Background: an optimization exercise with open tools, aiming at small area, a short achievable clock period and few clock cycles. Do not read the settings as production practice.
The RTL was checked by simulation tests, not by an equivalence proof against the original design.

==> inputs of v7 <==
==> flow/design.v (excerpt) <==
module pddcss_core (
    input  wire        clk,
    input  wire        rst,             
    input  wire [31:0] cfg_init,
    input  wire [31:0] cfg_min,
    input  wire [31:0] cfg_max,
    input  wire [31:0] cfg_fine,
    input  wire [31:0] cfg_coarse,
    input  wire [31:0] cfg_timeout_ms,
    input  wire        cfg_dir_rev,
    input  wire        cmd_valid,
    output wire        cmd_ready,
    input  wire [31:0] cmd_data,
    output reg         rsp_valid,
    output reg  [1:0]  rsp_status,      
    output reg         rsp_ret_valid,
    output wire [31:0] rsp_ret,
    output reg  [8:0]  rsp_events,
    output reg  [1:0]  rsp_skip_op,
    output wire [31:0] rsp_value,
    output wire        rsp_confirmed,
    output wire        rsp_fine,
    output wire        rsp_pstate,
    output wire        rsp_run_flag,
    output wire [4:0]  rsp_flags
);
Settings: LEC_CHECK=0, ABC_AREA=1, ABC_CLOCK_PERIOD_IN_PS=11000, CAP_MARGIN=20, CORE_MARGIN=2, CORE_UTILIZATION=40, SLEW_MARGIN=20; clock period 48.0 ns.
run.sh (not shown) runs the stock make flow with config.mk's settings and CLKGATE_MAP_FILE= SYNTH_SCRIPT=/design/flow/synth_recipe.tcl, a recipe that flattens the netlist after the stock synthesis.
==> v10: changes against v7 <==
--- a/flow/design.v
+++ b/flow/design.v
@@ -284,12 +284,14 @@
     localparam [1:0] DIR_ZERO = 2'b00, DIR_POS = 2'b01, DIR_NEG = 2'b11;
     reg        rdy;                      
     reg        cv;                       
     reg [31:0] cr;
     reg        cok;                      
+    reg        c_rot;                    
     reg [1:0]  ph;                       
     reg [1:0]  ini;                      
+    reg [31:0] cmin, cmax, ctmo;         
     reg        dead;                     
     reg [31:0] time_ms;
     reg        dir_rev;
     reg [1:0]  last_phase;
     reg [1:0]  step_seq;
@@ -381,11 +383,11 @@
     wire mm_over    = (el[31:10] != 22'd0) ||                                         
                       (el[9:5] == 5'b11111 && (el[4] || (el[3] && el[2:0] != 3'd0)));
     wire grace_ok   = (el[31:6] != 26'd0) || (el[5] && el[4] && (el[3] || el[2] || el[1]));  
     wire to_lt;
     wire to_eq;
-    cmp_u #(32) u_to (.a(cfg_timeout_ms), .b(el), .lt(to_lt), .eq(to_eq));
+    cmp_u #(32) u_to (.a(ctmo), .b(el), .lt(to_lt), .eq(to_eq));
     wire adj_over = to_lt;                                                            
     wire        cnt_neg = count[31];
     wire        cnt_big = cnt_neg ? (count[30:2] != {29{1'b1}} || count[1:0] == 2'd0)
                                   : (count[30:2] != 29'd0);
     wire [1:0]  cnt_lo  = cnt_neg ? (~count[1:0] + 2'd1) : count[1:0];
@@ -396,11 +398,10 @@
             4'b0001, 4'b0111, 4'b1110, 4'b1000: table_delta = DIR_POS;
             4'b0010, 4'b1011, 4'b1101, 4'b0100: table_delta = DIR_NEG;
             default:                            table_delta = DIR_ZERO;
         endcase
     endfunction
-    wire [31:0] cnt_base = count_z ? 32'd0 : count;
     reg        n_dead;
     reg        n_dir_rev;
     reg [1:0]  n_last_phase, n_step_seq, n_step_dir, n_last_dir;
     reg        ld_detent_time, clr_detent_time;
     reg        cnt_step, cnt_dec;
@@ -641,12 +642,12 @@
     wire ex_rot = ex && fp_go;
     wire [30:0] step2 = (cur_step[30:23] == 8'd0) ? {cur_step[29:0], 1'b0} :
                         (cur_step[30:23] == 8'hFE) ? 31'h7F800000 :
                         {cur_step[30:23] + 8'd1, cur_step[22:0]};
     wire        d3 = (dmag == 2'd3);
-    wire        pass_a = ex_rot & d3;         
     wire        pass_b1 = (ph == 2'd2);       
+    wire        pass_a = c_rot & d3 & !pass_b1;   
     wire [31:0] s1_a = pass_a ? {1'b0, cur_step} : value;
     wire [31:0] s1_b = pass_a ? {1'b0, step2} :
                        pass_b1 ? {p_neg, count[30:0]} :
                        {cnt_neg, (dmag == 2'd2) ? step2 : cur_step};
     wire [27:0] s1_r;
@@ -654,32 +655,37 @@
     wire        s1_sx, s1_binf;
     fp32_add_s1 u_s1 (.a(s1_a), .b(s1_b), .r(s1_r), .ex(s1_ex),
                       .sx(s1_sx), .b_inf(s1_binf));
     wire [31:0] sum;
     fp32_add_s2 u_s2 (.r(p_r), .ex(p_ex), .sx(p_sx), .b_inf(p_binf), .sb(p_sb), .y(sum));
-    wire [31:0] cx = (ini == 2'd1) ? cfg_min : (ini == 2'd2) ? cfg_init : sum;
+    wire [31:0] cx = (ini == 2'd1) ? cmin : (ini == 2'd2) ? value : sum;
     wire below, above;
-    fp32_lt u_lo (.a(cx),      .b(cfg_min), .lt(below));
-    fp32_lt u_hi (.a(cfg_max), .b(cx),      .lt(above));
-    wire [31:0] clamped = below ? cfg_min : (above ? cfg_max : cx);
-    wire sp_changed = p_conf || (below ? (cfg_min != value) :
-                                 above ? (cfg_max != value) : (sum != value));
-    wire [31:0] time_sum;
-    wire        time_co;
-    add_pfx #(32) u_time (.a(time_ms), .b({9'd0, cr[22:0]}), .ci(1'b0), .s(time_sum), .co(time_co));
-    wire [31:0] cnt_x = cnt_base ^ {32{cnt_dec}};
-    reg  [31:0] cnt_inc;
-    reg         cc;
+    fp32_lt u_lo (.a(cx),   .b(cmin), .lt(below));
+    fp32_lt u_hi (.a(cmax), .b(cx),   .lt(above));
+    wire [31:0] clamped = below ? cmin : (above ? cmax : cx);
+    wire sp_changed = p_conf || (below ? (cmin != value) :
+                                 above ? (cmax != value) : (sum != value));
+    wire [22:0] time_lo;
+    wire        time_c23;
+    add_rc #(23) u_time (.a(time_ms[22:0]), .b(cr[22:0]), .ci(1'b0), .s(time_lo), .co(time_c23));
+    wire [8:0]  time_hi1 = time_ms[31:23] + 9'd1;
+    wire [31:0] time_sum = {time_c23 ? time_hi1 : time_ms[31:23], time_lo};
+    reg  [31:0] cnt_inc, cnt_dcr;
+    reg         cc, cb;
     integer     j;
     always @* begin
         cc = 1'b1;
+        cb = 1'b1;
         for (j = 0; j < 32; j = j + 1) begin
-            cnt_inc[j] = cnt_x[j] ^ cc;
-            cc = cc & cnt_x[j];
+            cnt_inc[j] = count[j] ^ cc;
+            cc = cc & count[j];
+            cnt_dcr[j] = count[j] ^ cb;
+            cb = cb & !count[j];
         end
     end
-    wire [31:0] cnt_next = cnt_inc ^ {32{cnt_dec}};
+    wire [31:0] cnt_next = count_z ? (cnt_dec ? 32'hFFFFFFFF : 32'd1) :
+                           (cnt_dec ? cnt_dcr : cnt_inc);
     function [10:0] push_fifo(input [10:0] f, input l);
         integer q;
         reg above;
         begin
             above = 1'b0;
@@ -698,44 +704,46 @@
     wire s2  = (ph == 2'd3);             
     integer b;
     always @(posedge clk) begin
         cr  <= cmd_data;
         cok <= i_ok;
+        c_rot <= (i_op == 8'h20);
         p_r <= s1_r;
         p_ex <= s1_ex;
         p_sx <= s1_sx;
         p_binf <= s1_binf;
         p_sb <= s1_b[31];
         if (ex) begin
             p_conf <= confirmed;
             p_neg <= cnt_neg;
         end
+        cmin <= cfg_min;
+        cmax <= cfg_max;
+        ctmo <= cfg_timeout_ms;
         if (rst) begin
+            value <= cfg_init;
             rdy <= 1'b0;
             cv <= 1'b0;
             ph <= 2'd0;
             ini <= 2'd1;
             dead <= cfg_bad_v;
-            time_ms <= 32'd0;
             dir_rev <= cfg_dir_rev;
             last_phase <= 2'd0;
             step_seq <= 2'd0;
             step_dir <= DIR_ZERO;
             last_dir <= DIR_ZERO;
-            last_detent_time <= 32'd0;
             count_z <= 1'b1;
             pressed <= 3'd0;
             mm_valid <= 3'd0;
             woke <= 1'b0;
             for (b = 0; b < 3; b = b + 1) begin
-                last_db_time[b] <= 32'd0;
+                last_db_time[b] <= time_ms;
                 fifo[b] <= 11'd1;
             end
             confirmed <= 1'b1;
             use_fine <= 1'b1;
             cur_step <= cfg_fine[30:0];
-            last_adj <= 32'd0;
             pstate <= 1'b0;
             suspended <= 1'b0;
             run_flag <= 1'b1;
             flags <= 5'd0;
             rsp_valid <= 1'b0;
@@ -758,11 +766,10 @@
                 last_phase <= n_last_phase;
                 step_seq <= n_step_seq;
                 step_dir <= n_step_dir;
                 last_dir <= n_last_dir;
                 if (ld_detent_time) last_detent_time <= time_ms;
-                if (clr_detent_time) last_detent_time <= 32'd0;
                 if (cnt_step) count <= cnt_next;
                 count_z <= n_count_z;
                 pressed <= n_pressed;
                 mm_valid <= n_mm_valid;
                 woke <= n_woke;
--- a/flow/config.mk
+++ b/flow/config.mk
@@ -7,7 +7,7 @@
 export LEC_CHECK = 0
 export ABC_AREA = 1
 export ABC_CLOCK_PERIOD_IN_PS = 11000
 export CAP_MARGIN = 20
 export CORE_MARGIN = 2
-export CORE_UTILIZATION = 40
+export CORE_UTILIZATION = 60
 export SLEW_MARGIN = 20
==> v24: changes against v7 <==
--- a/flow/design.v
+++ b/flow/design.v
@@ -284,12 +284,14 @@
     localparam [1:0] DIR_ZERO = 2'b00, DIR_POS = 2'b01, DIR_NEG = 2'b11;
     reg        rdy;                      
     reg        cv;                       
     reg [31:0] cr;
     reg        cok;                      
+    reg        c_rot;                    
     reg [1:0]  ph;                       
     reg [1:0]  ini;                      
+    reg [31:0] cmin, cmax, ctmo;         
     reg        dead;                     
     reg [31:0] time_ms;
     reg        dir_rev;
     reg [1:0]  last_phase;
     reg [1:0]  step_seq;
@@ -381,11 +383,11 @@
     wire mm_over    = (el[31:10] != 22'd0) ||                                         
                       (el[9:5] == 5'b11111 && (el[4] || (el[3] && el[2:0] != 3'd0)));
     wire grace_ok   = (el[31:6] != 26'd0) || (el[5] && el[4] && (el[3] || el[2] || el[1]));  
     wire to_lt;
     wire to_eq;
-    cmp_u #(32) u_to (.a(cfg_timeout_ms), .b(el), .lt(to_lt), .eq(to_eq));
+    cmp_u #(32) u_to (.a(ctmo), .b(el), .lt(to_lt), .eq(to_eq));
     wire adj_over = to_lt;                                                            
     wire        cnt_neg = count[31];
     wire        cnt_big = cnt_neg ? (count[30:2] != {29{1'b1}} || count[1:0] == 2'd0)
                                   : (count[30:2] != 29'd0);
     wire [1:0]  cnt_lo  = cnt_neg ? (~count[1:0] + 2'd1) : count[1:0];
@@ -396,11 +398,10 @@
             4'b0001, 4'b0111, 4'b1110, 4'b1000: table_delta = DIR_POS;
             4'b0010, 4'b1011, 4'b1101, 4'b0100: table_delta = DIR_NEG;
             default:                            table_delta = DIR_ZERO;
         endcase
     endfunction
-    wire [31:0] cnt_base = count_z ? 32'd0 : count;
     reg        n_dead;
     reg        n_dir_rev;
     reg [1:0]  n_last_phase, n_step_seq, n_step_dir, n_last_dir;
     reg        ld_detent_time, clr_detent_time;
     reg        cnt_step, cnt_dec;
@@ -641,12 +642,12 @@
     wire ex_rot = ex && fp_go;
     wire [30:0] step2 = (cur_step[30:23] == 8'd0) ? {cur_step[29:0], 1'b0} :
                         (cur_step[30:23] == 8'hFE) ? 31'h7F800000 :
                         {cur_step[30:23] + 8'd1, cur_step[22:0]};
     wire        d3 = (dmag == 2'd3);
-    wire        pass_a = ex_rot & d3;         
     wire        pass_b1 = (ph == 2'd2);       
+    wire        pass_a = c_rot & d3 & !pass_b1;   
     wire [31:0] s1_a = pass_a ? {1'b0, cur_step} : value;
     wire [31:0] s1_b = pass_a ? {1'b0, step2} :
                        pass_b1 ? {p_neg, count[30:0]} :
                        {cnt_neg, (dmag == 2'd2) ? step2 : cur_step};
     wire [27:0] s1_r;
@@ -654,32 +655,37 @@
     wire        s1_sx, s1_binf;
     fp32_add_s1 u_s1 (.a(s1_a), .b(s1_b), .r(s1_r), .ex(s1_ex),
                       .sx(s1_sx), .b_inf(s1_binf));
     wire [31:0] sum;
     fp32_add_s2 u_s2 (.r(p_r), .ex(p_ex), .sx(p_sx), .b_inf(p_binf), .sb(p_sb), .y(sum));
-    wire [31:0] cx = (ini == 2'd1) ? cfg_min : (ini == 2'd2) ? cfg_init : sum;
+    wire [31:0] cx = (ini == 2'd1) ? cmin : (ini == 2'd2) ? value : sum;
     wire below, above;
-    fp32_lt u_lo (.a(cx),      .b(cfg_min), .lt(below));
-    fp32_lt u_hi (.a(cfg_max), .b(cx),      .lt(above));
-    wire [31:0] clamped = below ? cfg_min : (above ? cfg_max : cx);
-    wire sp_changed = p_conf || (below ? (cfg_min != value) :
-                                 above ? (cfg_max != value) : (sum != value));
-    wire [31:0] time_sum;
-    wire        time_co;
-    add_pfx #(32) u_time (.a(time_ms), .b({9'd0, cr[22:0]}), .ci(1'b0), .s(time_sum), .co(time_co));
-    wire [31:0] cnt_x = cnt_base ^ {32{cnt_dec}};
-    reg  [31:0] cnt_inc;
-    reg         cc;
+    fp32_lt u_lo (.a(cx),   .b(cmin), .lt(below));
+    fp32_lt u_hi (.a(cmax), .b(cx),   .lt(above));
+    wire [31:0] clamped = below ? cmin : (above ? cmax : cx);
+    wire sp_changed = p_conf || (below ? (cmin != value) :
+                                 above ? (cmax != value) : (sum != value));
+    wire [22:0] time_lo;
+    wire        time_c23;
+    add_rc #(23) u_time (.a(time_ms[22:0]), .b(cr[22:0]), .ci(1'b0), .s(time_lo), .co(time_c23));
+    wire [8:0]  time_hi1 = time_ms[31:23] + 9'd1;
+    wire [31:0] time_sum = {time_c23 ? time_hi1 : time_ms[31:23], time_lo};
+    reg  [31:0] cnt_inc, cnt_dcr;
+    reg         cc, cb;
     integer     j;
     always @* begin
         cc = 1'b1;
+        cb = 1'b1;
         for (j = 0; j < 32; j = j + 1) begin
-            cnt_inc[j] = cnt_x[j] ^ cc;
-            cc = cc & cnt_x[j];
+            cnt_inc[j] = count[j] ^ cc;
+            cc = cc & count[j];
+            cnt_dcr[j] = count[j] ^ cb;
+            cb = cb & !count[j];
         end
     end
-    wire [31:0] cnt_next = cnt_inc ^ {32{cnt_dec}};
+    wire [31:0] cnt_next = count_z ? (cnt_dec ? 32'hFFFFFFFF : 32'd1) :
+                           (cnt_dec ? cnt_dcr : cnt_inc);
     function [10:0] push_fifo(input [10:0] f, input l);
         integer q;
         reg above;
         begin
             above = 1'b0;
@@ -698,44 +704,46 @@
     wire s2  = (ph == 2'd3);             
     integer b;
     always @(posedge clk) begin
         cr  <= cmd_data;
         cok <= i_ok;
+        c_rot <= (i_op == 8'h20);
         p_r <= s1_r;
         p_ex <= s1_ex;
         p_sx <= s1_sx;
         p_binf <= s1_binf;
         p_sb <= s1_b[31];
         if (ex) begin
             p_conf <= confirmed;
             p_neg <= cnt_neg;
         end
+        cmin <= cfg_min;
+        cmax <= cfg_max;
+        ctmo <= cfg_timeout_ms;
         if (rst) begin
+            value <= cfg_init;
             rdy <= 1'b0;
             cv <= 1'b0;
             ph <= 2'd0;
             ini <= 2'd1;
             dead <= cfg_bad_v;
-            time_ms <= 32'd0;
             dir_rev <= cfg_dir_rev;
             last_phase <= 2'd0;
             step_seq <= 2'd0;
             step_dir <= DIR_ZERO;
             last_dir <= DIR_ZERO;
-            last_detent_time <= 32'd0;
             count_z <= 1'b1;
             pressed <= 3'd0;
             mm_valid <= 3'd0;
             woke <= 1'b0;
             for (b = 0; b < 3; b = b + 1) begin
-                last_db_time[b] <= 32'd0;
+                last_db_time[b] <= time_ms;
                 fifo[b] <= 11'd1;
             end
             confirmed <= 1'b1;
             use_fine <= 1'b1;
             cur_step <= cfg_fine[30:0];
-            last_adj <= 32'd0;
             pstate <= 1'b0;
             suspended <= 1'b0;
             run_flag <= 1'b1;
             flags <= 5'd0;
             rsp_valid <= 1'b0;
@@ -758,11 +766,10 @@
                 last_phase <= n_last_phase;
                 step_seq <= n_step_seq;
                 step_dir <= n_step_dir;
                 last_dir <= n_last_dir;
                 if (ld_detent_time) last_detent_time <= time_ms;
-                if (clr_detent_time) last_detent_time <= 32'd0;
                 if (cnt_step) count <= cnt_next;
                 count_z <= n_count_z;
                 pressed <= n_pressed;
                 mm_valid <= n_mm_valid;
                 woke <= n_woke;
==> flow/config.mk (replaced) <==
export PLATFORM = sky130hd
export DESIGN_NAME = pddcss_core
export DESIGN_NICKNAME = pddcss_core
export VERILOG_FILES = /design/flow/design.v
export SDC_FILE = /design/flow/constraint.sdc
export NUM_CORES = 4
export LEC_CHECK = 0
export ABC_AREA = 1
export ABC_CLOCK_PERIOD_IN_PS = 11000
export CAP_MARGIN = 50
export CORE_MARGIN = 2
export CORE_UTILIZATION = 60
export SLEW_MARGIN = 70
==> results.toml <==
[timing]
fin_crit_ns = 13.23
max_freq_mhz = 75.6

[pwr]
power.switching_uw = 1290

[floorplan]
dieWidth_um = 277

[outcome]
outcome = "complete, no violations"
# the run above: v10

==> results.toml <==
[pwr]
power.switching_uw = 1340

[timing]
max_freq_mhz = 57.4
fin_crit_ns = 17.41

[floorplan]
dieWidth_um = 337

[detailed_routing]
wire_per_inst_um = 23.0

[outcome]
outcome = "complete, no violations"

[finish]
final_cells = 8033
# the run above: v7

==> results.toml <==
[timing]
fin_crit_ns = 12.33
max_freq_mhz = 81.1

[finish]
fin_nets = 6605

[floorplan]
dieWidth_um = 277

[pwr]
power.switching_uw = 1310

[outcome]
outcome = "complete, no violations"

[logic_synthesis]
yosys-mux-area-fraction = 0.00112
yosysSeqAreaShare = 0.392
# the run above: v24

Testbench counts of v7, summed over its fixed seeds: cycles 33,993.
Testbench counts of v10, summed over its fixed seeds: cycles 33,993.
Testbench counts of v24, summed over its fixed seeds: cycles 33,993.

==> separate check: timing with driven ports <==
In the flow no input, the clock included, has a driving cell. The finished layouts below were timed again as built, in two steps. Step 1 (the two cells are an assumption about what drives the block):
set clk [get_ports {clk}]
set_driving_cell -lib_cell sky130_fd_sc_hd__clkbuf_16 $clk
set_driving_cell -lib_cell sky130_fd_sc_hd__buf_2 [delete_from_list [all_inputs] $clk]
Step 2 times the ports against the registers' clock, not the clock port: input delays grow and output delays shrink by t, the midpoint of the rising clock arrivals with the driver on. a / b / c = ideal / step 1 / step 2; a / b = the first two.
| run | t (ns) | setup WS [ns] | worst slew at a driven data input, ns |
|---|---|---|---|
| v7 | 0.699 | 30.589 / 30.589 / 30.589 | 0.11 |
| v10 | 0.697 | 34.773 / 34.773 / 34.773 | 0.07 |
| v24 | 0.711 | 35.666 / 35.594 / 36.207 | 0.07 |
After both steps every run listed still meets setup and hold.
